This is an optimization exercise on Yosys and OpenROAD, whose aim is small area, a short achievable clock period and few clock cycles, not a production implementation.
In this exercise RTL edits were held to simulation tests only and were not proved equivalent to the original.
No activity file was given, so power comes from the tool's default toggle rates.

<file path="flow/config.mk">
export PLATFORM = sky130hd
export DESIGN_NAME = mcl_crcfc
export DESIGN_NICKNAME = mcl_crcfc
export VERILOG_FILES = /design/flow/design.v
export SDC_FILE = /design/flow/constraint.sdc
export NUM_CORES = 4
export LEC_CHECK = 0
export ABC_CLOCK_PERIOD_IN_PS = 7000
export CAP_MARGIN = 20
export CORE_MARGIN = 2
export CORE_UTILIZATION = 35
export PLACE_DENSITY = 0.55
export SETUP_SLACK_MARGIN = 4.5
export SLEW_MARGIN = 20
</file>
<file path="flow/constraint.sdc">
create_clock -name core_clock -period 12.0 [get_ports {clk}]
set_input_delay 2.4000 -clock core_clock [delete_from_list [all_inputs] [get_ports {clk}]]
set_output_delay 2.4000 -clock core_clock [all_outputs]
set_load 0.01 [all_outputs]
</file>
<file path="flow/design.v">
module mcl_crcfc #(
    parameter integer BUF_SIZE  = 64,      
    parameter integer XBUF_SIZE = 56,      
    parameter integer MAXSIZE   = 64,      
    parameter [7:0]   DELIM     = 8'h7C    
) (
    input  wire        clk,
    input  wire        rst,         
    input  wire        bus_req,
    input  wire        bus_we,
    input  wire [13:0] bus_addr,
    input  wire [31:0] bus_wdata,
    output wire        bus_ack,
    output reg  [31:0] bus_rdata
);
    localparam [2:0] C_OK = 3'd0, C_OVERSIZE = 3'd1, C_NOTFOUND = 3'd2, C_FORMAT = 3'd3,
                     C_RANGE = 3'd4, C_AUTH = 3'd5, C_ILLEGAL = 3'd6;
    localparam [7:0] OP_NOP = 8'h00, OP_SRESET = 8'h01,
                     OP_CRC_SEED = 8'h10, OP_CRC_INIT_N = 8'h11, OP_CRC_INIT_I = 8'h12,
                     OP_CRC_BYTE_N = 8'h13, OP_CRC_BYTE_I = 8'h14,
                     OP_CRC_RANGE_N = 8'h15, OP_CRC_RANGE_I = 8'h16,
                     OP_MSG_CSUM = 8'h18, OP_MSG_SETCSUM = 8'h19, OP_MSG_VERIFY = 8'h1A,
                     OP_CLEAR = 8'h20, OP_APP_U8 = 8'h21, OP_APP_U16 = 8'h22, OP_APP_I16 = 8'h23,
                     OP_APP_U32 = 8'h24, OP_APP_I32 = 8'h25, OP_APP_BOOL = 8'h26,
                     OP_APP_FLOAT = 8'h27, OP_APP_STR = 8'h28,
                     OP_LOCATE = 8'h30, OP_FIELD_COUNT = 8'h31, OP_RD_U8 = 8'h32,
                     OP_RD_U16 = 8'h33, OP_RD_I16 = 8'h34, OP_RD_U32 = 8'h35, OP_RD_I32 = 8'h36,
                     OP_RD_BYTES = 8'h37, OP_CUR_FIRST = 8'h38, OP_CUR_LAST = 8'h39,
                     OP_CUR_NEXT = 8'h3A, OP_CUR_PREV = 8'h3B;
    localparam [3:0] S_IDLE = 4'd0, S_CRC = 4'd1, S_MSGH = 4'd2, S_VER = 4'd3, S_APP = 4'd4,
                     S_SCAN = 4'd5, S_RDV = 4'd6, S_RDB = 4'd7, S_DONE = 4'd8,
                     S_STALL = 4'd9, S_CBYTE = 4'd10, S_FIN = 4'd11;
    function [15:0] crc_n_byte(input [15:0] acc, input [7:0] b);
        integer k;
        reg [15:0] a;
        begin
            a = acc ^ {b, 8'h00};
            for (k = 0; k < 8; k = k + 1)
                a = a[15] ? ((a << 1) ^ 16'h1021) : (a << 1);
            crc_n_byte = a;
        end
    endfunction
    function [15:0] rev16(input [15:0] x);
        integer k;
        begin
            for (k = 0; k < 16; k = k + 1) rev16[k] = x[15-k];
        end
    endfunction
    function [7:0] rev8(input [7:0] x);
        integer k;
        begin
            for (k = 0; k < 8; k = k + 1) rev8[k] = x[7-k];
        end
    endfunction
    function [32:0] float_to_int(input [31:0] x);
        reg [30:0] v;
        reg [4:0]  sh;
        begin
            sh = 5'd29 - x[27:23];            
            v  = {1'b1, x[22:0], 7'd0} >> sh;
            if (x[30:23] < 8'd127)
                float_to_int = {1'b0, 32'd0};
            else if (x[30:23] > 8'd157)
                float_to_int = (x == 32'hCF000000) ? {1'b0, 32'h80000000} : {1'b1, 32'd0};
            else
                float_to_int = {1'b0, x[31] ? (32'd0 - {1'b0, v}) : {1'b0, v}};
        end
    endfunction
    function [6:0] ffs64(input [63:0] v);
        reg [31:0] a;
        reg [15:0] b;
        reg [7:0]  c;
        reg [3:0]  d;
        reg [1:0]  e;
        reg [5:0]  ix;
        begin
            ix[5] = ~|v[31:0];  a = ix[5] ? v[63:32] : v[31:0];
            ix[4] = ~|a[15:0];  b = ix[4] ? a[31:16] : a[15:0];
            ix[3] = ~|b[7:0];   c = ix[3] ? b[15:8]  : b[7:0];
            ix[2] = ~|c[3:0];   d = ix[2] ? c[7:4]   : c[3:0];
            ix[1] = ~|d[1:0];   e = ix[1] ? d[3:2]   : d[1:0];
            ix[0] = ~e[0];
            ffs64 = {~|v, ix};
        end
    endfunction
    function [3:0] pop8(input [7:0] v);
        integer k;
        begin
            pop8 = 4'd0;
            for (k = 0; k < 8; k = k + 1) pop8 = pop8 + {3'd0, v[k]};
        end
    endfunction
    reg [31:0] cmd_r, opa, opb, res;
    reg [2:0]  code;
    reg [15:0] crc;
    reg [5:0]  lstart, llen, cidx, fcount;
    reg        cvalid;
    reg [3:0]  state;
    reg [6:0]  cur;        
    reg [6:0]  hi;         
    reg [5:0]  kk;         
    reg [7:0]  carry;      
    reg        mhi;        
    reg        nk;         
    reg [15:0] bak;        
    reg        mv;
    reg        mv_set, mv_clr;
    reg  [5:0] count_r;    
    reg  [5:0] nd0_r;      
    reg        fresh;      
    reg  idle_r;           
    reg  crc_r;            
    reg  scan_r;           
    reg  [5:0] slen;       
    wire idle = idle_r;
    wire [511:0] bflat;
    wire [447:0] xflat;
    reg  [63:0] bwe;        
    wire [31:0] lanes;      
    reg         bclr;       
    reg         dsz_we;     
    reg  [5:0]  dsz_val;
    reg  [55:0] xwe;        
    reg  [7:0]  xdat;
    wire        bclr_any = rst | bclr;
    wire [31:0] lanes_c  = lanes & {32{~bclr_any}};
    genvar gi;
    generate
        for (gi = 0; gi < 64; gi = gi + 1) begin : g_buf
            reg [7:0] q;
            if (gi == 5) begin : g_dsz
                always @(posedge clk) begin
                    if (bwe[gi] || dsz_we || bclr_any)
                        q <= dsz_we ? {2'b00, dsz_val} & {8{~bclr_any}} : lanes_c[8*(gi%4) +: 8];
                end
            end else begin : g_plain
                always @(posedge clk) begin
                    if (bwe[gi] || bclr_any)
                        q <= lanes_c[8*(gi%4) +: 8];
                end
            end
            assign bflat[8*gi +: 8] = q;
        end
        for (gi = 0; gi < 56; gi = gi + 1) begin : g_xbuf
            reg [7:0] q;
            always @(posedge clk) begin
                if (xwe[gi])
                    q <= xdat;
            end
            assign xflat[8*gi +: 8] = q;
        end
    endgenerate
    wire [7:0] dsize   = bflat[8*5 +: 8];
    wire       pay_bad = (dsize > 8'd58);
    wire       dnz     = (dsize != 8'd0);
    reg  [15:0] bws;
    reg  [3:0]  bbs, xbs;
    reg  [13:0] xws;
    reg  [31:0] bword, xword;
    reg  [7:0]  bbyte, xbyte;
    integer pi;
    always @(*) begin
        for (pi = 0; pi < 16; pi = pi + 1) bws[pi] = idle ? (bus_addr[5:2] == pi) : (cur[5:2] == pi);
        for (pi = 0; pi < 4; pi = pi + 1)  bbs[pi] = idle ? (bus_addr[1:0] == pi) : (cur[1:0] == pi);
        for (pi = 0; pi < 14; pi = pi + 1) xws[pi] = (state == S_APP) ? (kk[3:0] == pi) : (bus_addr[5:2] == pi);
        for (pi = 0; pi < 4; pi = pi + 1)  xbs[pi] = (bus_addr[1:0] == pi);
        bword = 32'd0;
        for (pi = 0; pi < 16; pi = pi + 1) bword = bword | (bflat[32*pi +: 32] & {32{bws[pi]}});
        bbyte = 8'd0;
        for (pi = 0; pi < 4; pi = pi + 1)  bbyte = bbyte | (bword[8*pi +: 8] & {8{bbs[pi]}});
        xword = 32'd0;
        for (pi = 0; pi < 14; pi = pi + 1) xword = xword | (xflat[32*pi +: 32] & {32{xws[pi]}});
        xbyte = 8'd0;
        for (pi = 0; pi < 4; pi = pi + 1)  xbyte = xbyte | (xword[8*pi +: 8] & {8{xbs[pi]}});
    end
    wire rgn_reg = (bus_addr[13:12] == 2'd0);
    wire rgn_buf = (bus_addr[13:12] == 2'd1);
    wire rgn_xb  = (bus_addr[13:12] == 2'd2);
    wire reg_ok  = rgn_reg && (bus_addr[11:6] == 6'd0) && (bus_addr[1:0] == 2'd0);
    wire hw      = idle && bus_req && bus_we;
    wire w_cmd   = hw && reg_ok && (bus_addr[5:2] == 4'd0);
    wire w_opa   = hw && reg_ok && (bus_addr[5:2] == 4'd1);
    wire w_opb   = hw && reg_ok && (bus_addr[5:2] == 4'd2);
    wire w_buf   = hw && rgn_buf;
    wire w_xb    = hw && rgn_xb;
    reg [31:0] reg_rdata;
    always @(*) begin
        case (bus_addr[5:2])
            4'd0:    reg_rdata = cmd_r;
            4'd1:    reg_rdata = opa;
            4'd2:    reg_rdata = opb;
            4'd3:    reg_rdata = res;
            4'd4:    reg_rdata = {29'd0, code};
            4'd5:    reg_rdata = {16'd0, crc};
            4'd6:    reg_rdata = {18'd0, llen, 2'd0, lstart};
            4'd7:    reg_rdata = {cvalid, 9'd0, fcount, 10'd0, cidx};
            4'd8:    reg_rdata = {24'd0, DELIM};
            4'd9:    reg_rdata = {16'd64, 16'd64};
            4'd10:   reg_rdata = 32'd56;
            default: reg_rdata = 32'd0;
        endcase
    end
    always @(*) begin
        case (bus_addr[13:12])
            2'd0:    bus_rdata = reg_rdata;
            2'd1:    bus_rdata = {24'd0, bbyte};
            2'd2:    bus_rdata = {24'd0, xbyte};
            default: bus_rdata = 32'd0;
        endcase
    end
    wire        stall = (state == S_STALL);
    wire        go    = w_cmd || stall;
    wire [31:0] cw    = idle ? bus_wdata : cmd_r;    
    wire [7:0]  cop   = cw[7:0];
    wire        cw_z  = (cw[31:8] == 24'd0);
    wire        cw_i  = (cw[31:17] == 15'd0);
    wire [7:0]  kin   = cw[16] ? {2'b00, cidx} : cw[15:8];
    reg op_z, op_i;
    always @(*) begin
        op_z = 1'b0;
        op_i = 1'b0;
        case (cop)
            OP_NOP, OP_SRESET, OP_CRC_SEED, OP_CRC_INIT_N, OP_CRC_INIT_I, OP_CRC_BYTE_N,
            OP_CRC_BYTE_I, OP_CRC_RANGE_N, OP_CRC_RANGE_I, OP_MSG_CSUM, OP_MSG_SETCSUM,
            OP_MSG_VERIFY, OP_CLEAR, OP_APP_U8, OP_APP_U16, OP_APP_I16, OP_APP_U32,
            OP_APP_I32, OP_APP_BOOL, OP_APP_FLOAT, OP_APP_STR, OP_FIELD_COUNT,
            OP_CUR_FIRST, OP_CUR_LAST, OP_CUR_NEXT, OP_CUR_PREV:
                op_z = 1'b1;
            OP_LOCATE, OP_RD_U8, OP_RD_U16, OP_RD_I16, OP_RD_U32, OP_RD_I32, OP_RD_BYTES:
                op_i = 1'b1;
            default: ;
        endcase
    end
    wire cw_legal = (op_z && cw_z) || (op_i && cw_i);
    wire is_crng = (cop == OP_CRC_RANGE_N) || (cop == OP_CRC_RANGE_I);
    wire is_msg  = (cop == OP_MSG_CSUM) || (cop == OP_MSG_SETCSUM) || (cop == OP_MSG_VERIFY);
    wire is_app  = (cop[7:3] == 5'b00100 && cop[2:0] != 3'd0) || (cop == OP_APP_STR);
    wire is_u32  = (cop == OP_APP_U32);
    wire is_i32  = (cop == OP_APP_I32);
    wire is_flt  = (cop == OP_APP_FLOAT);
    wire is_str  = (cop == OP_APP_STR);
    wire is_w2   = (cop == OP_APP_U16) || (cop == OP_APP_I16);
    wire is_fc   = (cop == OP_FIELD_COUNT);
    wire is_cur  = (cop[7:2] == 6'b001110);
    wire is_dec  = (cop == OP_LOCATE) || (cop[7:3] == 5'b00110 && cop[2:0] != 3'd0 && cop[2:0] != 3'd1) ||
                   (cop == OP_RD_BYTES);
    wire [32:0] fconv  = float_to_int(opa);
    wire        v16_2  = (opa[15:8] != 8'd0);             
    wire        u32_4  = (opa[31:16] != 16'd0);
    wire        i32_n2 = (opa[31:15] == 17'h1FFFF);       
    wire        i32_4  = u32_4 && !i32_n2;
    wire        i32_2  = i32_n2 || (!u32_4 && v16_2);
    wire        u32_2  = !u32_4 && v16_2;
    reg  [31:0] app_val;      
    reg  [2:0]  app_len;
    always @(*) begin
        app_val = {opa[7:0], 24'd0};
        app_len = 3'd1;
        if ((is_w2 && v16_2) || (is_u32 && u32_2) || (is_i32 && i32_2)) begin
            app_val = {opa[15:0], 16'd0};
            app_len = 3'd2;
        end
        if ((is_u32 && u32_4) || (is_i32 && i32_4)) begin
            app_val = opa;
            app_len = 3'd4;
        end
        if (is_flt) begin
            app_val = fconv[31:0];
            app_len = 3'd4;
        end
        if (cop == OP_APP_BOOL)
            app_val = {7'd0, (opa != 32'd0), 24'd0};
    end
    wire        str_rng  = (opb[15:0] > 16'd56);
    wire [5:0]  str_len  = opb[5:0];
    wire        app_rng  = (is_flt && fconv[32]) || (is_str && str_rng);
    wire [6:0]  app_tot  = {6'd0, dnz} + (is_str ? {1'b0, str_len} : {4'd0, app_len});
    wire [8:0]  app_new  = {1'b0, dsize} + {2'b00, app_tot};
    wire [8:0]  dsep     = {1'b0, dsize} + {8'd0, dnz};
    wire        over1    = (dsep > 9'd55);
    wire        over2    = (dsep > 9'd54);
    wire        over4    = (dsep > 9'd52);
    wire        overs    = (dsep + {3'd0, str_len} > 9'd56);
    wire        app_over = is_str ? overs :
                           (app_len == 3'd4) ? over4 : (app_len == 3'd2) ? over2 : over1;
    wire [31:0] app_src  = is_str ? xword : {app_val[7:0], app_val[15:8], app_val[23:16], app_val[31:24]};
    reg [63:0] dl;
    integer di;
    always @(*) begin
        dl = 64'd0;
        for (di = 0; di < 58; di = di + 1)
            dl[di] = (bflat[8*(6+di) +: 8] == DELIM) && (di < dsize);
    end
    wire pc_1 = dl[0] ^ dl[1] ^ dl[2];
    wire pc_2 = (dl[0] & dl[1]) | (dl[0] & dl[2]) | (dl[1] & dl[2]);
    wire pc_3 = dl[3] ^ dl[4] ^ dl[5];
    wire pc_4 = (dl[3] & dl[4]) | (dl[3] & dl[5]) | (dl[4] & dl[5]);
    wire pc_5 = dl[6] ^ dl[7] ^ dl[8];
    wire pc_6 = (dl[6] & dl[7]) | (dl[6] & dl[8]) | (dl[7] & dl[8]);
    wire pc_7 = dl[9] ^ dl[10] ^ dl[11];
    wire pc_8 = (dl[9] & dl[10]) | (dl[9] & dl[11]) | (dl[10] & dl[11]);
    wire pc_9 = dl[12] ^ dl[13] ^ dl[14];
    wire pc_10 = (dl[12] & dl[13]) | (dl[12] & dl[14]) | (dl[13] & dl[14]);
    wire pc_11 = dl[15] ^ dl[16] ^ dl[17];
    wire pc_12 = (dl[15] & dl[16]) | (dl[15] & dl[17]) | (dl[16] & dl[17]);
    wire pc_13 = dl[18] ^ dl[19] ^ dl[20];
    wire pc_14 = (dl[18] & dl[19]) | (dl[18] & dl[20]) | (dl[19] & dl[20]);
    wire pc_15 = dl[21] ^ dl[22] ^ dl[23];
    wire pc_16 = (dl[21] & dl[22]) | (dl[21] & dl[23]) | (dl[22] & dl[23]);
    wire pc_17 = dl[24] ^ dl[25] ^ dl[26];
    wire pc_18 = (dl[24] & dl[25]) | (dl[24] & dl[26]) | (dl[25] & dl[26]);
    wire pc_19 = dl[27] ^ dl[28] ^ dl[29];
    wire pc_20 = (dl[27] & dl[28]) | (dl[27] & dl[29]) | (dl[28] & dl[29]);
    wire pc_21 = dl[30] ^ dl[31] ^ dl[32];
    wire pc_22 = (dl[30] & dl[31]) | (dl[30] & dl[32]) | (dl[31] & dl[32]);
    wire pc_23 = dl[33] ^ dl[34] ^ dl[35];
    wire pc_24 = (dl[33] & dl[34]) | (dl[33] & dl[35]) | (dl[34] & dl[35]);
    wire pc_25 = dl[36] ^ dl[37] ^ dl[38];
    wire pc_26 = (dl[36] & dl[37]) | (dl[36] & dl[38]) | (dl[37] & dl[38]);
    wire pc_27 = dl[39] ^ dl[40] ^ dl[41];
    wire pc_28 = (dl[39] & dl[40]) | (dl[39] & dl[41]) | (dl[40] & dl[41]);
    wire pc_29 = dl[42] ^ dl[43] ^ dl[44];
    wire pc_30 = (dl[42] & dl[43]) | (dl[42] & dl[44]) | (dl[43] & dl[44]);
    wire pc_31 = dl[45] ^ dl[46] ^ dl[47];
    wire pc_32 = (dl[45] & dl[46]) | (dl[45] & dl[47]) | (dl[46] & dl[47]);
    wire pc_33 = dl[48] ^ dl[49] ^ dl[50];
    wire pc_34 = (dl[48] & dl[49]) | (dl[48] & dl[50]) | (dl[49] & dl[50]);
    wire pc_35 = dl[51] ^ dl[52] ^ dl[53];
    wire pc_36 = (dl[51] & dl[52]) | (dl[51] & dl[53]) | (dl[52] & dl[53]);
    wire pc_37 = dl[54] ^ dl[55] ^ dl[56];
    wire pc_38 = (dl[54] & dl[55]) | (dl[54] & dl[56]) | (dl[55] & dl[56]);
    wire pc_39 = pc_1 ^ pc_3 ^ pc_5;
    wire pc_40 = (pc_1 & pc_3) | (pc_1 & pc_5) | (pc_3 & pc_5);
    wire pc_41 = pc_7 ^ pc_9 ^ pc_11;
    wire pc_42 = (pc_7 & pc_9) | (pc_7 & pc_11) | (pc_9 & pc_11);
    wire pc_43 = pc_13 ^ pc_15 ^ pc_17;
    wire pc_44 = (pc_13 & pc_15) | (pc_13 & pc_17) | (pc_15 & pc_17);
    wire pc_45 = pc_19 ^ pc_21 ^ pc_23;
    wire pc_46 = (pc_19 & pc_21) | (pc_19 & pc_23) | (pc_21 & pc_23);
    wire pc_47 = pc_25 ^ pc_27 ^ pc_29;
    wire pc_48 = (pc_25 & pc_27) | (pc_25 & pc_29) | (pc_27 & pc_29);
    wire pc_49 = pc_31 ^ pc_33 ^ pc_35;
    wire pc_50 = (pc_31 & pc_33) | (pc_31 & pc_35) | (pc_33 & pc_35);
    wire pc_51 = pc_37 ^ dl[57];
    wire pc_52 = pc_37 & dl[57];
    wire pc_53 = pc_2 ^ pc_4 ^ pc_6;
    wire pc_54 = (pc_2 & pc_4) | (pc_2 & pc_6) | (pc_4 & pc_6);
    wire pc_55 = pc_8 ^ pc_10 ^ pc_12;
    wire pc_56 = (pc_8 & pc_10) | (pc_8 & pc_12) | (pc_10 & pc_12);
    wire pc_57 = pc_14 ^ pc_16 ^ pc_18;
    wire pc_58 = (pc_14 & pc_16) | (pc_14 & pc_18) | (pc_16 & pc_18);
    wire pc_59 = pc_20 ^ pc_22 ^ pc_24;
    wire pc_60 = (pc_20 & pc_22) | (pc_20 & pc_24) | (pc_22 & pc_24);
    wire pc_61 = pc_26 ^ pc_28 ^ pc_30;
    wire pc_62 = (pc_26 & pc_28) | (pc_26 & pc_30) | (pc_28 & pc_30);
    wire pc_63 = pc_32 ^ pc_34 ^ pc_36;
    wire pc_64 = (pc_32 & pc_34) | (pc_32 & pc_36) | (pc_34 & pc_36);
    wire pc_65 = pc_39 ^ pc_41 ^ pc_43;
    wire pc_66 = (pc_39 & pc_41) | (pc_39 & pc_43) | (pc_41 & pc_43);
    wire pc_67 = pc_45 ^ pc_47 ^ pc_49;
    wire pc_68 = (pc_45 & pc_47) | (pc_45 & pc_49) | (pc_47 & pc_49);
    wire pc_69 = pc_40 ^ pc_42 ^ pc_44;
    wire pc_70 = (pc_40 & pc_42) | (pc_40 & pc_44) | (pc_42 & pc_44);
    wire pc_71 = pc_46 ^ pc_48 ^ pc_50;
    wire pc_72 = (pc_46 & pc_48) | (pc_46 & pc_50) | (pc_48 & pc_50);
    wire pc_73 = pc_52 ^ pc_53 ^ pc_55;
    wire pc_74 = (pc_52 & pc_53) | (pc_52 & pc_55) | (pc_53 & pc_55);
    wire pc_75 = pc_57 ^ pc_59 ^ pc_61;
    wire pc_76 = (pc_57 & pc_59) | (pc_57 & pc_61) | (pc_59 & pc_61);
    wire pc_77 = pc_63 ^ pc_38;
    wire pc_78 = pc_63 & pc_38;
    wire pc_79 = pc_54 ^ pc_56 ^ pc_58;
    wire pc_80 = (pc_54 & pc_56) | (pc_54 & pc_58) | (pc_56 & pc_58);
    wire pc_81 = pc_60 ^ pc_62 ^ pc_64;
    wire pc_82 = (pc_60 & pc_62) | (pc_60 & pc_64) | (pc_62 & pc_64);
    wire pc_83 = pc_65 ^ pc_67 ^ pc_51;
    wire pc_84 = (pc_65 & pc_67) | (pc_65 & pc_51) | (pc_67 & pc_51);
    wire pc_85 = pc_66 ^ pc_68 ^ pc_69;
    wire pc_86 = (pc_66 & pc_68) | (pc_66 & pc_69) | (pc_68 & pc_69);
    wire pc_87 = pc_71 ^ pc_73 ^ pc_75;
    wire pc_88 = (pc_71 & pc_73) | (pc_71 & pc_75) | (pc_73 & pc_75);
    wire pc_89 = pc_70 ^ pc_72 ^ pc_74;
    wire pc_90 = (pc_70 & pc_72) | (pc_70 & pc_74) | (pc_72 & pc_74);
    wire pc_91 = pc_76 ^ pc_78 ^ pc_79;
    wire pc_92 = (pc_76 & pc_78) | (pc_76 & pc_79) | (pc_78 & pc_79);
    wire pc_93 = pc_84 ^ pc_85 ^ pc_87;
    wire pc_94 = (pc_84 & pc_85) | (pc_84 & pc_87) | (pc_85 & pc_87);
    wire pc_95 = pc_86 ^ pc_88 ^ pc_89;
    wire pc_96 = (pc_86 & pc_88) | (pc_86 & pc_89) | (pc_88 & pc_89);
    wire pc_97 = pc_91 ^ pc_81;
    wire pc_98 = pc_91 & pc_81;
    wire pc_99 = pc_90 ^ pc_92 ^ pc_80;
    wire pc_100 = (pc_90 & pc_92) | (pc_90 & pc_80) | (pc_92 & pc_80);
    wire pc_101 = pc_94 ^ pc_95 ^ pc_97;
    wire pc_102 = (pc_94 & pc_95) | (pc_94 & pc_97) | (pc_95 & pc_97);
    wire pc_103 = pc_96 ^ pc_98 ^ pc_99;
    wire pc_104 = (pc_96 & pc_98) | (pc_96 & pc_99) | (pc_98 & pc_99);
    wire pc_105 = pc_102 ^ pc_103 ^ pc_82;
    wire pc_106 = (pc_102 & pc_103) | (pc_102 & pc_82) | (pc_103 & pc_82);
    wire pc_107 = pc_106 ^ pc_104 ^ pc_100;
    wire pc_108 = (pc_106 & pc_104) | (pc_106 & pc_100) | (pc_104 & pc_100);
    wire pc_109 = pc_93 ^ pc_77;
    wire pc_110 = pc_93 & pc_77;
    wire pc_111 = pc_101 ^ pc_110;
    wire pc_112 = pc_101 & pc_110;
    wire pc_113 = pc_105 ^ pc_112;
    wire pc_114 = pc_105 & pc_112;
    wire pc_115 = pc_107 ^ pc_114;
    wire pc_116 = pc_107 & pc_114;
    wire pc_117 = pc_108 ^ pc_116;
    wire pc_118 = pc_108 & pc_116;
    wire [5:0] dcount = {pc_117, pc_115, pc_113, pc_111, pc_109, pc_83};
    wire [5:0] count  = dcount + {5'd0, dnz};
    wire        in_scan = scan_r;
    wire        go_dec  = go && is_dec && fresh;
    wire        fu_busy = in_scan || go_dec;
    wire [5:0]  nx_st   = in_scan ? hi[5:0] + 6'd1 : go_dec ? nd0_r + 6'd1 : 6'd0;
    reg  [63:0] nx_ge;
    integer si;
    always @(*) begin
        for (si = 0; si < 64; si = si + 1) nx_ge[si] = (si >= nx_st);
    end
    wire [6:0] ndn   = ffs64(dl & nx_ge);
    wire [5:0] ndne  = ndn[6] ? dsize[5:0] : ndn[5:0];
    wire [5:0] fs      = in_scan ? cur[5:0] : 6'd0;
    wire [5:0] fe      = in_scan ? hi[5:0] : nd0_r;
    wire [5:0] seg_len = in_scan ? slen : nd0_r;
    wire [7:0] dop     = in_scan ? cmd_r[7:0] : cop;
    wire [2:0] rd_w    = (dop == OP_RD_U8) ? 3'd1 : (dop == OP_RD_U16 || dop == OP_RD_I16) ? 3'd2 : 3'd4;
    wire       seg_nul = (seg_len == 6'd0);
    wire       rdb_bad = (seg_len > 6'd56);
    wire       fmt_bad = seg_nul || (seg_len > {3'd0, rd_w});
    wire       fnd_end = (dop == OP_LOCATE) || ((dop == OP_RD_BYTES) ? (rdb_bad || seg_nul) : fmt_bad);
    reg  [31:0] cbytes;
    reg  [3:0]  cact;
    reg         cinv;
    wire [5:0]  cw_base  = {cur[5:2], 2'b00};
    wire        crc_last = ({1'b0, cur[5:2]} + 5'd1) >= (hi[6:2] + {4'd0, |hi[1:0]});
    wire [1:0]  nbi      = hi[1:0] - 2'd1;
    wire [7:0]  nb       = bword[8*nbi +: 8];
    wire [8:0]  msg_e    = {2'b00, hi} + {1'b0, nb};
    reg  [6:0]  cpos [0:3];
    integer cj;
    always @(*) begin
        for (cj = 0; cj < 4; cj = cj + 1) cpos[cj] = {1'b0, cw_base} + cj;
        cinv = crc_r ? (cmd_r[7:0] != OP_CRC_RANGE_N) : bus_wdata[2];
        if (crc_r) begin
            cbytes = bword;
            for (cj = 0; cj < 4; cj = cj + 1)
                cact[cj] = (cpos[cj] >= {1'b0, cur[5:0]}) && ((cpos[cj] < hi) || !nk);
        end else begin
            cbytes = {24'd0, opa[7:0]};
            cact   = 4'b0001;
        end
    end
    wire [15:0] cc0 = cinv ? rev16(crc) : crc;
    wire [7:0]  cb0 = cinv ? rev8(cbytes[7:0])   : cbytes[7:0];
    wire [7:0]  cb1 = cinv ? rev8(cbytes[15:8])  : cbytes[15:8];
    wire [7:0]  cb2 = cinv ? rev8(cbytes[23:16]) : cbytes[23:16];
    wire [7:0]  cb3 = cinv ? rev8(cbytes[31:24]) : cbytes[31:24];
    wire [15:0] cc1 = cact[0] ? crc_n_byte(cc0, cb0) : cc0;
    wire [15:0] cc2 = cact[1] ? crc_n_byte(cc1, cb1) : cc1;
    wire [15:0] cc3 = cact[2] ? crc_n_byte(cc2, cb2) : cc2;
    wire [15:0] cc4 = cact[3] ? crc_n_byte(cc3, cb3) : cc3;
    wire [15:0] crc_out = cinv ? rev16(cc4) : cc4;
    wire [16:0] rng_end  = {1'b0, opa[15:0]} + {1'b0, opb[15:0]};
    wire        rng_bad  = (rng_end > 17'd64);
    wire        rng_m    = (opb[15:0] != 16'd0);
    wire        msg_bad  = (opa[15:6] != 10'd0) || (opa[5:0] > 6'd58);
    wire        k_nf     = (kin >= {2'b00, count_r});
    wire        k_zero   = (kin == 8'd0);
    wire        m_u32    = u32_4 && dnz;
    wire        m_i32    = i32_4 && dnz;
    wire        m_str    = (opb[15:3] != 13'd0) || ({1'b0, opb[2:0]} + {3'd0, dnz} > 4'd4);
    wire        z_nul    = (nd0_r == 6'd0);
    wire        z_rdb    = z_nul || (nd0_r > 6'd56);
    wire        z_rd1    = z_nul || (nd0_r > 6'd1);
    wire        z_rd2    = z_nul || (nd0_r > 6'd2);
    wire        z_rd4    = z_nul || (nd0_r > 6'd4);
    function multi_f(input [31:0] w);
        reg [7:0] o;
        reg       lg, fe0;
        reg [7:0] k;
        begin
            o = w[7:0];
            k = w[16] ? {2'b00, cidx} : w[15:8];
            lg = 1'b0;
            case (o)
                OP_NOP, OP_SRESET, OP_CRC_SEED, OP_CRC_INIT_N, OP_CRC_INIT_I, OP_CRC_BYTE_N,
                OP_CRC_BYTE_I, OP_CRC_RANGE_N, OP_CRC_RANGE_I, OP_MSG_CSUM, OP_MSG_SETCSUM,
                OP_MSG_VERIFY, OP_CLEAR, OP_APP_U8, OP_APP_U16, OP_APP_I16, OP_APP_U32,
                OP_APP_I32, OP_APP_BOOL, OP_APP_FLOAT, OP_APP_STR, OP_FIELD_COUNT,
                OP_CUR_FIRST, OP_CUR_LAST, OP_CUR_NEXT, OP_CUR_PREV:
                    lg = (w[31:8] == 24'd0);
                OP_LOCATE, OP_RD_U8, OP_RD_U16, OP_RD_I16, OP_RD_U32, OP_RD_I32, OP_RD_BYTES:
                    lg = (w[31:17] == 15'd0);
                default: ;
            endcase
            case (o)
                OP_LOCATE:            fe0 = 1'b1;
                OP_RD_U8:             fe0 = z_rd1;
                OP_RD_U16, OP_RD_I16: fe0 = z_rd2;
                OP_RD_BYTES:          fe0 = z_rdb;
                default:              fe0 = z_rd4;
            endcase
            case (o)
                OP_CRC_RANGE_N, OP_CRC_RANGE_I: multi_f = lg && rng_m;
                OP_MSG_CSUM, OP_MSG_SETCSUM, OP_MSG_VERIFY: multi_f = lg && !msg_bad && !mv;
                OP_APP_U32:   multi_f = lg && m_u32;
                OP_APP_I32:   multi_f = lg && m_i32;
                OP_APP_FLOAT: multi_f = lg && dnz;
                OP_APP_STR:   multi_f = lg && m_str;
                OP_FIELD_COUNT, OP_CUR_FIRST, OP_CUR_LAST, OP_CUR_NEXT, OP_CUR_PREV:
                    multi_f = lg && !fresh && !pay_bad && ((o == OP_FIELD_COUNT) || !cvalid);
                OP_LOCATE, OP_RD_U8, OP_RD_U16, OP_RD_I16, OP_RD_U32, OP_RD_I32, OP_RD_BYTES:
                    multi_f = lg && !pay_bad && (!fresh || (!(k >= {2'b00, count_r}) && !((k == 8'd0) && fe0)));
                default: multi_f = 1'b0;
            endcase
        end
    endfunction
    wire        app_m    = (is_u32 && m_u32) || (is_i32 && m_i32) || (is_flt && dnz) || (is_str && m_str);
    reg [3:0]  state_n;
    reg [31:0] cmd_n, opa_n, opb_n, res_n;
    reg [2:0]  code_n;
    reg [15:0] crc_n;
    reg [5:0]  lstart_n, llen_n, cidx_n, fcount_n;
    reg        cvalid_n;
    reg [6:0]  cur_n, hi_n;
    reg [5:0]  kk_n;
    reg [7:0]  carry_n;
    reg        mhi_n, nk_n;
    reg [5:0]  slen_n;
    reg [15:0] bak_n;
    reg        ack_c;
    reg [5:0]  wpos;
    reg [3:0]  wm;
    reg [31:0] win;
    reg [5:0]  xaddr;
    reg        xen;
    task found;
        begin
            case (dop)
                OP_LOCATE: begin
                    lstart_n = fs;
                    llen_n   = seg_len;
                end
                OP_RD_BYTES: begin
                    if (rdb_bad) begin
                        code_n = C_RANGE;
                    end else if (seg_nul) begin
                        res_n  = 32'd0;
                    end else begin
                        res_n   = {26'd0, seg_len};
                        cur_n   = {1'b0, fs} + 7'd6;
                        hi_n    = {1'b0, seg_len};
                        kk_n    = 6'd0;
                        state_n = S_RDB;
                    end
                end
                default: begin
                    if (fmt_bad) begin
                        code_n  = C_FORMAT;
                    end else begin
                        res_n   = 32'd0;
                        cur_n   = {1'b0, fs} + 7'd6;
                        hi_n    = {1'b0, seg_len};
                        state_n = S_RDV;
                    end
                end
            endcase
        end
    endtask
    wire [5:0] fc   = cvalid ? fcount : count_r;
    wire [5:0] fcm1 = fc - 6'd1;
    reg  [5:0] cur_idx;
    always @(*) begin
        case (cop[1:0])
            2'd0:    cur_idx = 6'd0;
            2'd1:    cur_idx = fcm1;
            2'd2:    cur_idx = (cidx >= fcm1) ? fcm1 : cidx + 6'd1;
            default: cur_idx = (cidx == 6'd0) ? 6'd0 :
                               ((cidx - 6'd1) > fcm1) ? fcm1 : cidx - 6'd1;
        endcase
    end
    wire [31:0] rdv     = {res[23:0], bbyte};
    wire [1:0] eo = hi[1:0];
    wire [7:0] vb0 = bword[7:0], vb1 = bword[15:8], vb2 = bword[23:16], vb3 = bword[31:24];
    always @(*) begin
        state_n  = state;
        cmd_n    = cmd_r;
        opa_n    = opa;
        opb_n    = opb;
        res_n    = res;
        code_n   = code;
        crc_n    = crc;
        lstart_n = lstart;
        llen_n   = llen;
        cidx_n   = cidx;
        fcount_n = fcount;
        cvalid_n = cvalid;
        cur_n    = cur;
        hi_n     = hi;
        kk_n     = kk;
        carry_n  = carry;
        mhi_n    = mhi;
        nk_n     = nk;
        slen_n   = slen;
        bak_n    = bak;
        bclr     = 1'b0;
        dsz_we   = 1'b0;
        dsz_val  = app_new[5:0];
        wpos     = hi[5:0];
        wm       = 4'b0000;
        win      = {16'd0, crc[7:0], crc[15:8]};
        xaddr    = kk;
        xen      = 1'b0;
        xdat     = bbyte;
        ack_c    = 1'b1;
        mv_set   = 1'b0;
        mv_clr   = 1'b0;
        case (state)
            S_IDLE, S_STALL: begin
                if (w_buf) begin
                    wpos = bus_addr[5:0];
                    wm   = 4'b0001;
                    win  = {4{bus_wdata[7:0]}};
                end
                xaddr = bus_addr[5:0];
                xdat  = bus_wdata[7:0];
                xen   = w_xb;
                if (w_opa) begin
                    opa_n  = bus_wdata;
                    mv_clr = 1'b1;
                end
                if (w_opb) opb_n = bus_wdata;
                if (go) begin
                    ack_c   = stall ? !multi_f(cmd_r) : !multi_f(bus_wdata);
                    state_n = S_IDLE;
                    cmd_n   = cw;
                    code_n  = C_OK;
                    if (!cw_legal) begin
                        code_n = C_ILLEGAL;
                    end else begin
                        case (cop)
                            OP_SRESET: begin
                                mv_clr   = 1'b1;
                                bclr     = 1'b1;
                                cmd_n    = 32'd1;
                                opa_n    = 32'd0;
                                opb_n    = 32'd0;
                                res_n    = 32'd0;
                                crc_n    = 16'd0;
                                lstart_n = 6'd0;
                                llen_n   = 6'd0;
                                cidx_n   = 6'd0;
                                fcount_n = 6'd0;
                                cvalid_n = 1'b0;
                            end
                            OP_CRC_SEED:   begin crc_n = opa[15:0]; mv_clr = 1'b1; end
                            OP_CRC_INIT_N: begin crc_n = 16'h0000;  mv_clr = 1'b1; end
                            OP_CRC_INIT_I: begin crc_n = 16'hFFFF;  mv_clr = 1'b1; end
                            OP_CRC_BYTE_N, OP_CRC_BYTE_I: begin
                                mv_clr  = 1'b1;
                                crc_n   = crc_out;
                            end
                            OP_CRC_RANGE_N, OP_CRC_RANGE_I: begin
                                if (rng_bad) begin
                                    code_n  = C_RANGE;
                                    state_n = rng_m ? S_DONE : S_IDLE;
                                end else if (rng_m) begin
                                    mv_clr  = 1'b1;
                                    nk_n    = 1'b1;
                                    cur_n   = opa[6:0];
                                    hi_n    = rng_end[6:0];
                                    state_n = S_CRC;
                                end
                            end
                            OP_MSG_CSUM, OP_MSG_SETCSUM, OP_MSG_VERIFY: begin
                                if (msg_bad) begin
                                    code_n = C_RANGE;
                                end else if (mv) begin
                                    res_n = (cop == OP_MSG_VERIFY) ? 32'd1 : {16'd0, crc};
                                end else begin
                                    mv_clr  = 1'b1;
                                    bak_n   = crc;
                                    crc_n   = 16'hFFFF;
                                    cur_n   = {1'b0, opa[5:0]};
                                    hi_n    = {1'b0, opa[5:0]} + 7'd6;
                                    nk_n    = 1'b0;
                                    state_n = S_CRC;
                                end
                            end
                            OP_CLEAR: begin
                                bclr     = 1'b1;
                                lstart_n = 6'd0;
                                llen_n   = 6'd0;
                                cidx_n   = 6'd0;
                                fcount_n = 6'd0;
                                cvalid_n = 1'b0;
                            end
                            OP_APP_U8, OP_APP_U16, OP_APP_I16, OP_APP_U32, OP_APP_I32,
                            OP_APP_BOOL, OP_APP_FLOAT, OP_APP_STR: begin
                                if (app_rng) begin
                                    code_n  = C_RANGE;
                                    state_n = app_m ? S_DONE : S_IDLE;
                                end else if (app_over) begin
                                    code_n  = C_OVERSIZE;
                                    state_n = app_m ? S_DONE : S_IDLE;
                                end else begin
                                    wpos    = dsize[5:0] + 6'd6;
                                    win     = dnz ? {app_src[23:0], DELIM} : app_src;
                                    wm      = {app_tot > 7'd3, app_tot > 7'd2, app_tot > 7'd1, app_tot > 7'd0};
                                    carry_n = app_src[31:24];
                                    if (app_m) begin
                                        cur_n   = {1'b0, dsize[5:0]} + 7'd10;
                                        hi_n    = app_tot - 7'd4;
                                        kk_n    = 6'd1;
                                        state_n = S_APP;
                                    end else begin
                                        dsz_we  = 1'b1;
                                    end
                                end
                            end
                            OP_FIELD_COUNT: begin
                                if (pay_bad)     code_n  = C_RANGE;
                                else if (!fresh) state_n = S_STALL;
                                else             res_n   = {26'd0, count_r};
                            end
                            OP_CUR_FIRST, OP_CUR_LAST, OP_CUR_NEXT, OP_CUR_PREV: begin
                                if (!cvalid && pay_bad) begin
                                    code_n = C_RANGE;
                                end else if (!cvalid && !fresh) begin
                                    state_n = S_STALL;
                                end else begin
                                    fcount_n = fc;
                                    cvalid_n = 1'b1;
                                    if (fc == 6'd0) begin
                                        cidx_n = 6'd0;
                                        code_n = C_NOTFOUND;
                                    end else begin
                                        cidx_n = cur_idx;
                                        res_n  = {26'd0, cur_idx};
                                    end
                                end
                            end
                            OP_LOCATE, OP_RD_U8, OP_RD_U16, OP_RD_I16, OP_RD_U32, OP_RD_I32,
                            OP_RD_BYTES: begin
                                if (pay_bad) begin
                                    code_n = C_RANGE;
                                end else if (!fresh) begin
                                    state_n = S_STALL;
                                end else if (k_nf) begin
                                    code_n = C_NOTFOUND;
                                end else if (k_zero) begin
                                    found;
                                end else begin
                                    cur_n   = {1'b0, nd0_r} + 7'd1;
                                    hi_n    = {1'b0, ndne};
                                    slen_n  = ndne - nd0_r - 6'd1;
                                    kk_n    = kin[5:0] - 6'd1;
                                    state_n = S_SCAN;
                                end
                            end
                            default: ;    
                        endcase
                    end
                end
            end
            S_CRC: begin
                crc_n = crc_out;
                cur_n = {cur[5:2] + 5'd1, 2'b00};
                ack_c = 1'b0;
                if (crc_last && !nk) begin
                    nk_n = 1'b1;
                    hi_n = msg_e[6:0];
                    if (msg_e + ((cmd_r[7:0] == OP_MSG_CSUM) ? 9'd0 : 9'd2) > 9'd64) begin
                        crc_n   = bak;
                        code_n  = C_RANGE;
                        state_n = S_DONE;
                    end else if (msg_e <= {2'b00, cur[5:2] + 5'd1, 2'b00}) begin
                        crc_n = 16'hFFFF;
                        cur_n = {1'b0, opa[5:0]};
                    end
                end else if (crc_last) begin
                    cur_n = hi;
                    if (cmd_r[7:4] == 4'h1 && cmd_r[3]) begin
                        state_n = S_FIN;
                    end else begin
                        ack_c   = 1'b1;
                        state_n = S_IDLE;
                    end
                end
            end
            S_FIN: begin
                state_n = S_IDLE;
                case (cmd_r[7:0])
                    OP_MSG_CSUM: res_n = {16'd0, crc};
                    OP_MSG_SETCSUM: begin
                        res_n  = {16'd0, crc};
                        wpos   = hi[5:0];
                        wm     = 4'b0011;
                        mv_set = 1'b1;
                    end
                    default: begin
                        case (eo)
                            2'd0: begin
                                if (vb0 == crc[15:8] && vb1 == crc[7:0]) begin res_n = 32'd1; mv_set = 1'b1; end
                                else begin res_n = 32'd0; code_n = C_AUTH; end
                            end
                            2'd1: begin
                                if (vb1 == crc[15:8] && vb2 == crc[7:0]) begin res_n = 32'd1; mv_set = 1'b1; end
                                else begin res_n = 32'd0; code_n = C_AUTH; end
                            end
                            2'd2: begin
                                if (vb2 == crc[15:8] && vb3 == crc[7:0]) begin res_n = 32'd1; mv_set = 1'b1; end
                                else begin res_n = 32'd0; code_n = C_AUTH; end
                            end
                            default: begin
                                mhi_n   = (vb3 == crc[15:8]);
                                cur_n   = hi + 7'd1;
                                ack_c   = 1'b0;
                                state_n = S_VER;
                            end
                        endcase
                    end
                endcase
            end
            S_VER: begin
                if (mhi && vb0 == crc[7:0]) begin
                    res_n  = 32'd1;
                    mv_set = 1'b1;
                end else begin
                    res_n  = 32'd0;
                    code_n = C_AUTH;
                end
                state_n = S_IDLE;
            end
            S_APP: begin
                wpos    = cur[5:0];
                win     = dnz ? {xword[23:0], carry} : xword;
                wm      = {hi > 7'd3, hi > 7'd2, hi > 7'd1, 1'b1};
                carry_n = xword[31:24];
                kk_n    = kk + 6'd1;
                cur_n   = cur + 7'd4;
                hi_n    = hi - 7'd4;
                ack_c   = (hi <= 7'd4);
                if (hi <= 7'd4) begin
                    dsz_we  = 1'b1;
                    state_n = S_IDLE;
                end
            end
            S_SCAN: begin
                ack_c = 1'b0;
                if (kk == 6'd0) begin
                    ack_c   = fnd_end;
                    state_n = S_IDLE;
                    found;
                end else begin
                    cur_n  = hi + 7'd1;
                    hi_n   = {1'b0, ndne};
                    slen_n = ndne - hi[5:0] - 6'd1;
                    kk_n  = kk - 6'd1;
                end
            end
            S_RDV: begin
                res_n = rdv;
                cur_n = cur + 7'd1;
                hi_n  = hi - 7'd1;
                ack_c = (hi == 7'd1);
                if (hi == 7'd1) begin
                    if (cmd_r[7:0] == OP_RD_I16) res_n = {{16{rdv[15]}}, rdv[15:0]};
                    state_n = S_IDLE;
                end
            end
            S_RDB: begin
                xen   = 1'b1;
                cur_n = cur + 7'd1;
                hi_n  = hi - 7'd1;
                kk_n  = kk + 6'd1;
                ack_c = (hi == 7'd1);
                if (hi == 7'd1) state_n = S_IDLE;
            end
            S_CBYTE: begin
                crc_n   = crc_out;
                state_n = S_IDLE;
            end
            default: state_n = S_IDLE;    
        endcase
    end
    assign bus_ack = ack_c;
    wire [1:0]  wr  = wpos[1:0];
    assign lanes = (wr == 2'd0) ? win :
                   (wr == 2'd1) ? {win[23:0], win[31:24]} :
                   (wr == 2'd2) ? {win[15:0], win[31:16]} :
                                  {win[7:0],  win[31:8]};
    wire [7:0]  wspan = {4'd0, wm} << wpos[1:0];
    reg  [63:0] wsel;
    integer bi;
    always @(*) begin
        for (bi = 0; bi < 64; bi = bi + 1)
            bwe[bi] = ((wpos[5:2] == bi / 4) && wspan[bi % 4]) ||
                      ((wpos[5:2] == bi / 4 - 1) && (bi >= 4) && wspan[4 + bi % 4]);
        for (bi = 0; bi < 56; bi = bi + 1) xwe[bi] = xen && (xaddr == bi);
    end
    wire bwrite = (|wm) || dsz_we || bclr_any;
    always @(posedge clk) begin
        if (rst) begin
            state  <= S_IDLE;
            idle_r <= 1'b1;
            crc_r  <= 1'b0;
            scan_r <= 1'b0;
            cmd_r  <= 32'd0;
            opa    <= 32'd0;
            opb    <= 32'd0;
            res    <= 32'd0;
            code   <= C_OK;
            crc    <= 16'd0;
            lstart <= 6'd0;
            llen   <= 6'd0;
            cidx   <= 6'd0;
            fcount <= 6'd0;
            cvalid <= 1'b0;
        end else begin
            state  <= state_n;
            idle_r <= (state_n == S_IDLE);
            crc_r  <= (state_n == S_CRC);
            scan_r <= (state_n == S_SCAN);
            cmd_r  <= cmd_n;
            opa    <= opa_n;
            opb    <= opb_n;
            res    <= res_n;
            code   <= code_n;
            crc    <= crc_n;
            lstart <= lstart_n;
            llen   <= llen_n;
            cidx   <= cidx_n;
            fcount <= fcount_n;
            cvalid <= cvalid_n;
        end
        cur     <= cur_n;
        hi      <= hi_n;
        kk      <= kk_n;
        carry   <= carry_n;
        mhi     <= mhi_n;
        nk      <= nk_n;
        slen    <= slen_n;
        bak     <= bak_n;
        count_r <= count;
        if (!fu_busy) nd0_r <= ndne;
        fresh   <= !bwrite;
        if (rst || mv_clr || (bwrite && !mv_set))
            mv <= 1'b0;
        else if (mv_set)
            mv <= 1'b1;
    end
endmodule
</file>
<file path="flow/run.sh">
#!/bin/bash
# synth_recipe.tcl (not shown) runs the flow's synth.tcl, then flattens the netlist and writes it again
# the make line also repeats each setting of config.mk as NAME=value (left out here)
make -C /OpenROAD-flow-scripts/flow DESIGN_CONFIG=/design/flow/config.mk WORK_HOME=/design/flow/orfs CLKGATE_MAP_FILE= SYNTH_SCRIPT=/design/flow/synth_recipe.tcl finish
</file>
==> impl_metrics.toml, run 1 <==
[status]
outcome = "complete, no violations"

[synthesis]
yosysWarningCount = 2
synthDistinctLibCells = 112
ys_seq_elements = 1204
synth_area_um2 = 73200
syn_nets = 7571
syn_avg_cell_area_um2 = 10.0
netlist_instances = 7310
synth_flop_cell = "edfxtp_1"
async_flop_share_pct = 0
synth_edf_count = 1017
ys_seq_area_share_pct = 46.8

[clock_tree]
clkLatencyLatePin_ps = 880
htreeDepth = 4
hold_buffers = 0
clock_path_buffers = 3
clkTransAtPathRegs_ps = 60
root_buffer = "clkbuf_16"
tritoncts = "yes"
cts_made_buffers = 137
clkSinkCount = 1204

[grt]
grt_busiest_layer = "met2"
antenna_found_initial = 23
grtUsageMet3_pct = 11.5
gr-usage-met1_pct = 46.6
gr-total-overflow = 0
use_met2_pct = 50.5
grt_max_degree = 101
grt_pass1_wl_um = 531000
track_usage_pct = 35.3
grt_pass1_vias = 65800

[route]
viasPerCell = 6.67
num_vias = 72000
totalWireLength_um = 392000
routedWlPerCell_um = 36.4
drt_iter0_drc = 11600
ant_nets = 0
drt_pre_antenna_iters = 8
route.detailed.drc = 0

[power]
irDropWorstVdd_v = 0.000102
powerDensity_nw_per_um2 = 123
leakagePower_nw = 32.7

[floorplan]
fp.dieH_um = 461
die_w_um = 461
core_um2 = 207000
io_pins = 83
start_util_pct = 35.3
dieArea_um2 = 213000
num_rows = 167

[worst_setup_path]
crit_arrival_ps = 5590
required_ps = 9600
path_class = "in2out"
path_max_fanout = 3
end_kind = "output port"
startpoint_type = "input port"

[sta]
tns_ps = 0
final-hold-violation-count = 0
post-route-period-util_pct = 66.6
fmax_mhz = 125
rsz0062_at_grt = "true"
max-slew-margin-rel_pct = 11.7
setup_viol = 0
tightest_slew_ps = 1310
final_max_slew_viol_count = 0
finClkSkew_ps = 75.6
fin_crit_ps = 7990

[final_layout]
area_growth_pct = 27.2
final_util_pct = 44.8
drive_gt1_share_pct = 24.9
layout.nets = 8134

[place]
routabilityCongestion = 1.07
hpwl_um = 277000
portBuffers = 82

[run]
max_cap_violations = 0

[hold_path]
timing.hold.worst.class = "reg2reg"
[metrics by stage]
stage	hold slack (ps)	area [um^2]	worst slack [ps]	instances	total power [W]
floorplan	406	73700	4270	7310	0.00578
CTS	494	89800	4050	10600	0.0111
finish	500	93100	4010	10800	0.0114
global placement	475	79000	370	10000	0.00662
detailed placement	481	79000	1310	10000	0.00662
global route	501	93000	3930	10800	0.0116
[synth_stat cells, types with 70 or more instances]
library cell	count	share of area, %
nor3_1	167	1.1
clkbuf_1	437	2.2
nand3_1	254	1.7
mux2i_1	152	2.1
ha_1	154	2.6
a221oi_1	96	1.1
inv_1	174	0.89
dfxtp_1	187	5.1
a22oi_1	499	5.1
xnor2_1	136	1.6
a211oi_1	84	0.86
a22o_1	81	0.97
a21oi_1	459	3.1
edfxtp_1	1017	42
nand2_1	532	2.7
nor2_1	736	3.8
xor2_1	113	1.4
nand4_1	151	1.3
o21ai_0	360	2.5
o221ai_1	70	0.84
a31oi_1	73	0.62
[layout by cell type, fill, tap and decap left out, types with 55 or more instances in the layout]
cell type / netlist / layout
edfxtp_1: 1017 / 1017
nor3_1: 167 / 120
nand2_1: 532 / 490
nor2_1: 736 / 657
buf_12: 0 / 82
o22ai_1: 65 / 55
a22oi_1: 499 / 470
mux2i_1: 152 / 131
a221oi_1: 96 / 59
nand3_1: 254 / 228
ha_1: 154 / 144
clkbuf_16: 0 / 145
o21ai_0: 360 / 301
a21oi_1: 459 / 417
buf_6: 9 / 111
a211oi_1: 84 / 63
a22o_1: 81 / 73
nor2_4: 0 / 56
nand4_1: 151 / 151
mux2_2: 68 / 65
and3_1: 65 / 56
inv_1: 174 / 159
buf_4: 7 / 654
xnor2_1: 136 / 118
a31oi_1: 73 / 62
dfxtp_1: 187 / 182
xor2_1: 113 / 104
[metal layers]
layer | part of all wire, % | routed length [um] | vias up
met5 | 0.071 | 278 | -
met4 | 7.1 | 27700 | 22
met1 | 38 | 151000 | 35900
met3 | 13 | 50800 | 1248
met2 | 41 | 163000 | 5435
li1 | - | - | 29400
[final timing paths]
path                             from                      to  slack, ps  depth (start not counted)
max                      bus_wdata[2]                 bus_ack       4010                         22
min            lstart[4]$_SDFFE_PP0P_  lstart[4]$_SDFFE_PP0P_        500                          2
max reg2reg  g_buf[15].q[1]$_DFFE_PP_      count_r[5]$_DFF_P_       4460                         17
min reg2reg    lstart[4]$_SDFFE_PP0P_  lstart[4]$_SDFFE_PP0P_        500                          2
[what timing repair did]
action / CTS / global route
endpoints found under the hold margin: 0 / 0
gates cloned: 20 / 10
pin swaps: 215 / 216
endpoints found under the setup margin: 1135 / 954
resized for setup: 825 / 367
setup buffers: 310 / 168
[power breakdown]
part           total (W)  internal, W  switching [W]
clock            0.00426      0.00234        0.00192
sequential       0.00487      0.00474       0.000127
combinational    0.00228     0.000782        0.00150
total             0.0114      0.00787        0.00354
[final cells by class]
| type | instances | area (um^2) |
|---|---|---|
| inverter | 184 | 726 |
| fill | 19400 | 114000 |
| timing repair inverter | 2 | 17.5 |
| antenna | 18 | 45.0 |
| multi-input combinational | 5397 | 40800 |
| tap | 2788 | 3490 |
| timing repair buffer | 947 | 9130 |
| sequential | 1204 | 34300 |
| clock inverter | 83 | 912 |
| clock buffer | 166 | 3610 |
[cells by family (layout without fill, tap and decap cells)]
group	Yosys count	after routing	share of synthesized area, %
AO/OA/AOI/OAI	2275	2277	21.3
AND/OR/NAND/NOR	2376	2380	16.0
buffers and inverters	716	1382	3.85
multiplexers	265	265	4.42
flip-flops	1204	1204	46.8
adder cells (fa/ha/maj)	211	211	4.19
other	0	18	0
XOR/XNOR	263	264	3.38
[worst max-delay path, cell delays in order]
cell and delay (ps):
buf_12 120, buf_12 120, nor2_4 70, a21oi_2 60
nand2_1 100, nand2_2 90, or2_4 280, buf_6 130
nor3b_4 200, ha_2 200, inv_2 30, a21o_1 150
a21oi_2 140, a31oi_2 60, nor3_2 270, o21bai_4 120
nor2_2 130, buf_6 120, nor2_4 30, nor2_2 140
o211ai_1 310, buf_2 280
[registers in the layout, indices dropped and copies added (netlist names), 3 cells and up]
| name | count |
|---|---|
| g_buf.q | 512 |
| g_xbuf.q | 448 |
| cmd_r | 32 |
| opa | 32 |
| opb | 32 |
| res | 32 |
| bak | 16 |
| crc | 16 |
| carry | 8 |
| hi | 7 |
| cidx | 6 |
| count_r | 6 |
| cur | 6 |
| fcount | 6 |
| kk | 6 |
| llen | 6 |
| lstart | 6 |
| nd0_r | 6 |
| slen | 6 |
| state | 4 |
| code | 3 |
Testbench counts, summed over its fixed seeds: cycles 31,096.
==> run 2: changes to the inputs <==
--- a/flow/config.mk
+++ b/flow/config.mk
@@ -7,8 +7,8 @@
 export LEC_CHECK = 0
 export ABC_CLOCK_PERIOD_IN_PS = 7000
-export CAP_MARGIN = 20
+export CAP_MARGIN = 10
 export CORE_MARGIN = 2
-export CORE_UTILIZATION = 35
-export PLACE_DENSITY = 0.55
+export CORE_UTILIZATION = 40
+export PLACE_DENSITY = 0.6
 export SETUP_SLACK_MARGIN = 4.5
-export SLEW_MARGIN = 20
+export SLEW_MARGIN = 10
==> run 2 against run 1 <==
Effect of this change: the layout now fails its checks (max-capacitance violations, max-slew violations); cell count is 4.1% lower; count of clock-buffer cells in the layout is 5 higher; clock skew is 12 ps lower; core utilization is 6.3 points higher; synthesized cell count stayed put; critical path depth is 8 lower.
==> impl_metrics.toml, run 2 <==
[status]
outcome = "complete, but fails checks"
so.violations = "max-capacitance violations, max-slew violations"

[sta]
post-route-period-util_pct = 66.8
finClkSkew_ps = 63.1
fmax_mhz = 125
finalWorstSetupSlack_ps = 3980
final_max_slew_viol_count = 66
tightest_slew_ps = 1570
final-hold-violation-count = 0
tns_ps = 0
setup_viol = 0
fin_crit_ps = 8020
rsz0062_at_grt = "true"
max-slew-margin-rel_pct = -4.51

[final_layout]
mostFrequentLayoutCell = "edfxtp_1"
largest_reg_flops = 512
layout.nets = 8111
regMostFlops = "g_buf.q"
drive_gt1_share_pct = 24.4
top_regs = "g_buf.q (512), g_xbuf.q (448)"
layout_common_cells = "edfxtp_1, nor2_1, buf_4"
area_growth_pct = 26.7

[place]
post-place-ws_ps = 1080
routabilityCongestion = 1.09
portBuffers = 82
hpwl_um = 268000

[synthesis]
ys_top_cells_by_area = "edfxtp_1, a22oi_1, dfxtp_1"
synth_edf_count = 1017
ys_seq_area_share_pct = 46.8
yosysWarningCount = 2
synthDistinctLibCells = 112
synth_area_um2 = 73200
netlist_instances = 7310
synth_flop_cell = "edfxtp_1"
syn_avg_cell_area_um2 = 10.0
synth_top_area_share_pct = 41.7
synth_top_area_cell = "edfxtp_1"
synth_common_cells = "edfxtp_1, nor2_1, nand2_1, a22oi_1, a21oi_1"
syn_nets = 7571
synth.most_common_cell = "edfxtp_1"
async_flop_share_pct = 0
ys_seq_elements = 1204

[floorplan]
die_w_um = 432
num_rows = 156
io_pins = 83
fp.dieH_um = 432
dieArea_um2 = 186000
core_um2 = 181000
start_util_pct = 40.4

[grt]
antenna_found_initial = 15
grt_pass1_wl_um = 519000
gr-total-overflow = 0
grt_max_degree = 93
grt_pass1_vias = 66000
track_usage_pct = 39.3

[route]
drt_iter0_drc = 11800
ant_nets = 0
drt_pre_antenna_iters = 7
wl_met2_um = 155000
top_layer_used = "met5"
totalWireLength_um = 381000
wl_met3_um = 53400
wl_met1_um = 143000
routedWlPerCell_um = 36.8
num_vias = 72400
viasPerCell = 7.00
route.detailed.drc = 0

[clock_tree]
clock_path_buffers = 3
htreeDepth = 4
tritoncts = "yes"
clkTransAtPathRegs_ps = 60
cts_made_buffers = 133
clkSinkCount = 1204
root_buffer = "clkbuf_16"
hold_buffers = 0
clkLatencyLatePin_ps = 860

[worst_setup_path]
required_ps = 9600
startpoint_type = "input port"
end_kind = "output port"
crit_arrival_ps = 5620
path_class = "in2out"
path_max_fanout = 6

[run]
max_cap_violations = 1

[power]
irDropWorstVdd_v = 0.000144
leakagePower_nw = 32.6
powerDensity_nw_per_um2 = 124

[hold_path]
timing.hold.worst.class = "reg2reg"
[run 2: cell counts after synthesis]
No cell type changed its count.
[run 2: cell type report]
type                    count  area, um^2
repair inverters            2        31.3
flip-flops and latches   1204       34300
repair buffers            932        9120
clock buffers             171        3530
clock inverters            69        1070
diodes                     17        42.5
well taps                2370        2970
inverters                 184         738
fillers                 16100       88600
multi-input cells        5393       40900
[run 2: worst paths after layout]
kind,from,slack (ps),end,cells after the start
setup / recovery,bus_wdata[0],3980,bus_ack,14
hold / removal,lstart[5]$_SDFFE_PP0P_,490,lstart[5]$_SDFFE_PP0P_,2
setup reg to reg,idle_r$_SDFF_PP1_,4340,slen[5]$_DFFE_PP_,41
hold reg to reg,lstart[5]$_SDFFE_PP0P_,490,lstart[5]$_SDFFE_PP0P_,2
[run 2: cell families after synthesis]
logic type      synth area share [%]
mux                             4.42
fa+ha+maj                       4.19
simple gates                    16.0
buf+inv                         3.85
compound gates                  21.3
flops                           46.8
xor+xnor                        3.38
[run 2: where the power goes]
part	internal [W]	switching, W
Clock	0.00247	0.00189
Sequential	0.00474	0.000137
Combinational	0.000787	0.00146
Total	0.00800	0.00349
[run 2: repair_timing]
action	CTS	global route
pin swaps	210	212
resized for setup	834	355
gates cloned	19	4
setup endpoints to repair	1115	993
setup buffers	322	173
[run 2: worst max-delay path, cell delays in order]
cell and delay (ps):
dlygate4sd2_1 280, buf_6 140, buf_12 130, inv_1 280
nor2_1 130, a211oi_1 390, a41o_1 250, nand4b_1 110
nand4_1 120, a21oi_1 100, o41ai_2 320, nand3_2 190
o211ai_1 460, buf_2 300
[run 2: per-layer routing]
layer	track usage (%)	up-vias
li1	-	29400
met1	51.7	35700
met2	55.7	5941
met3	13.0	1359
met4	24.1	10
met5	0	-
[run 2: stage by stage]
step | power, W | hold WS, ps | area, um^2 | util [%] | cells
floorplan | 0.00578 | 406 | 73700 | - | 7310
global placement | 0.00658 | 470 | 78300 | 43.2 | 9564
detailed placement | 0.00657 | 475 | 78300 | 43.2 | 9566
CTS | 0.0112 | 489 | 89400 | 49.3 | 10100
global route | 0.0117 | 514 | 92700 | 51.1 | 10300
finish | 0.0115 | 490 | 92700 | 51.1 | 10300
==> run 3: changes to the inputs <==
--- a/flow/config.mk
+++ b/flow/config.mk
@@ -7,8 +7,8 @@
 export LEC_CHECK = 0
 export ABC_CLOCK_PERIOD_IN_PS = 7000
-export CAP_MARGIN = 10
+export CAP_MARGIN = 20
 export CORE_MARGIN = 2
 export CORE_UTILIZATION = 40
 export PLACE_DENSITY = 0.6
-export SETUP_SLACK_MARGIN = 4.5
-export SLEW_MARGIN = 10
+export SETUP_SLACK_MARGIN = 4.0
+export SLEW_MARGIN = 20
==> run 3 against run 2 <==
Effect of this change: the run now finishes clean; sequential power about the same; first-iteration DRC count up 3.5%; non-clock buffer count is 260 lower; clock power fell by 3%; critical path depth up 3; synthesized cell count unchanged.
==> impl_metrics.toml, run 3 <==
[worst_setup_path]
path_max_fanout = 19
cp_top_family = "compound AO/OA/AOI/OAI gates"
cp_num_buf_inv = 7
end_kind = "output port"
crit_path_top_delay_cell = "a22o_4"
required_ps = 9600
critPathMaxStageDelay_ps = 320
crit_arrival_ps = 5670
path_class = "in2out"
startpoint_type = "input port"
crit_path_cell_trace = "buf_16, nor3b_2, buf_6, a22o_4, buf_6, a22o_1, a221oi_2, nand4_1, buf_4, nor2_4, inv_2, a221oi_1, o21ai_1, buf_4, nand2_1, o211ai_1, buf_2"

[place]
portBuffers = 82
routabilityCongestion = 1.04
post-place-ws_ps = 1300
hpwl_um = 280000
place_area_um2 = 78500

[clock_tree]
clkTransAtPathRegs_ps = 60
clkSinkCount = 1204
htreeDepth = 4
cts_made_buffers = 136
clkLatencyLatePin_ps = 870
tritoncts = "yes"
clock_path_buffers = 3
root_buffer = "clkbuf_16"
hold_buffers = 0

[sta]
finalWorstSetupSlack_ps = 3930
tns_ps = 0
final-hold-violation-count = 0
tightest_slew_ps = 1260
final_max_slew_viol_count = 0
fin_crit_ps = 8070
rsz0062_at_grt = "true"
max-slew-margin-rel_pct = 15.0
post-route-period-util_pct = 67.2
fmax_mhz = 124
finClkSkew_ps = 80.4
setup_viol = 0

[grt]
track_usage_pct = 40.1
grt_pass1_wl_um = 527000
gr-total-overflow = 0
antenna_found_initial = 25
grt_pass1_vias = 64800
grt_max_degree = 96

[final_layout]
multi_input_area_um2 = 38700
layout.nets = 7851
drive_gt1_share_pct = 18.5
n_fill_cell = 16700
largest_reg_flops = 512
regMostFlops = "g_buf.q"
top_regs = "g_buf.q (512), g_xbuf.q (448)"
layout_common_cells = "edfxtp_1, nor2_1, nand2_1"
regArea_um2 = 34300
design_area_um2 = 87300
mostFrequentLayoutCell = "edfxtp_1"
area_growth_pct = 19.3

[synthesis]
synthDistinctLibCells = 112
synth_flop_cell = "edfxtp_1"
synth.most_common_cell = "edfxtp_1"
netlist_instances = 7310
synth_top_area_share_pct = 41.7
synth_top_area_cell = "edfxtp_1"
synthMuxAreaShare_pct = 4.42
ys_seq_area_share_pct = 46.8
synth_area_um2 = 73200
ys_seq_elements = 1204
synth_top_family_by_area = "compound AO/OA/AOI/OAI gates"
ys_top_cells_by_area = "edfxtp_1, a22oi_1, dfxtp_1"
syn_nets = 7571
synth_edf_count = 1017
yosysWarningCount = 2
synth_common_cells = "edfxtp_1, nor2_1, nand2_1, a22oi_1, a21oi_1"
synth_xor_area_share_pct = 3.38
synth-adder-area-share_pct = 4.19
yosys.area_share.simple_pct = 16.0
synth_compound_area_share_pct = 21.3
async_flop_share_pct = 0
syn_avg_cell_area_um2 = 10.0

[route]
ant_nets = 0
viasPerCell = 6.99
totalWireLength_um = 385000
route.detailed.drc = 0
drt_iter0_drc = 12200
num_vias = 70500
routedWlPerCell_um = 38.2
drt_pre_antenna_iters = 9

[floorplan]
io_pins = 83
num_rows = 156
dieArea_um2 = 186000
start_util_pct = 40.4
core_um2 = 181000
die_w_um = 432
fp.dieH_um = 432

[run]
max_cap_violations = 0

[hold_path]
timing.hold.worst.class = "reg2reg"

[power]
leakagePower_nw = 30.4
powerDensity_nw_per_um2 = 127
irDropWorstVdd_v = 0.000129

[status]
outcome = "complete, no violations"
[run 3: cell counts after synthesis]
No cell type changed its count.
[run 3: area by class of cell]
type | instances | share of cell area [%]
clock inverters | 79 | 0.973
repair buffers | 672 | 6.93
clock buffers | 168 | 4.12
inverters | 184 | 0.840
well taps | 2370 | 3.40
multi-input cells | 5391 | 44.4
diodes | 19 | 0.0545
flip-flops and latches | 1204 | 39.3
repair inverters | 1 | 0.0100
[run 3: power breakdown]
part | switching (W) | leakage [nW] | internal [W]
registers | 0.000129 | 11.4 | 0.00474
logic | 0.00138 | 16.9 | 0.000616
clock network | 0.00190 | 2.14 | 0.00232
[run 3: cells by family after synthesis]
kind of cell	count (synthesis)
xor+xnor	263
fa+ha+maj	211
flops	1204
simple gates	2376
mux	265
compound gates	2275
buf+inv	716
[run 3: layer usage]
layer,up-vias,wire length (um),track usage [%]
met4,24,25500,21.5
met5,-,170,0
met3,1155,50100,11.2
li1,28800,-,-
met1,34900,150000,54.7
met2,5583,159000,57.6
[run 3: timing repair]
action	CTS	global route
pin swaps	91	79
endpoints found under the hold margin	0	0
endpoints found under the setup margin	1053	759
setup buffers	132	55
resized for setup	474	153
gates cloned	10	1
[run 3: metrics by stage]
stage | hold WS, ps | total power (W) | util (%) | std cells
floorplan | 406 | 0.00576 | - | 7310
global placement | 464 | 0.00662 | 43.3 | 9623
detailed placement | 480 | 0.00662 | 43.3 | 9624
CTS | 491 | 0.0109 | 47.5 | 10000
global route | 522 | 0.0113 | 48.1 | 10100
finish | 496 | 0.0111 | 48.1 | 10100
[run 3: worst paths after layout]
path | startpoint | endpoint | slack, ps | cells past startpoint
max reg2reg | g_buf[5].q[3]$_DFFE_PP_ | count_r[5]$_DFF_P_ | 3940 | 19
min | res[30]$_SDFFE_PP0P_ | res[30]$_SDFFE_PP0P_ | 500 | 2
min reg2reg | res[30]$_SDFFE_PP0P_ | res[30]$_SDFFE_PP0P_ | 500 | 2
max | bus_addr[3] | bus_rdata[4] | 3930 | 17
[run 3: worst min-delay path: stages, from the launching register on]
cell and delay [ps]:
dfxtp_1 330, a21oi_1 60, nor2_1 70

re-timing with driven ports:
The flow's constraints put no driver on any port. The routed layouts listed below were extracted and timed again, unchanged, in two steps. Step 1 assumes that a clkbuf_16 drives the clock port and a buf_2 every other input. Step 2 adds t to the input delays and takes it off the output delays; t is the mean of the earliest and latest rising clock arrival at the registers after step 1. Input paths then give back, and output paths get back, about the clock's delay inside the block. Three values: ideal ports, drivers, drivers and shift; two values: the first two.
run	shift t [ns]	setup slack, ns	worst setup path at the end	cell pins on the clock port's net
run 1	0.935	4.008 / 3.922 / 3.267	input to register	1
run 2	0.918	3.982 / 3.922 / 3.242	input to register	1
run 3	0.932	3.933 / 3.840 / 3.107	input to register	1
The setup slack of run 3, which loses most, moves by -0.093 ns with the drivers and by -0.826 ns with both steps.
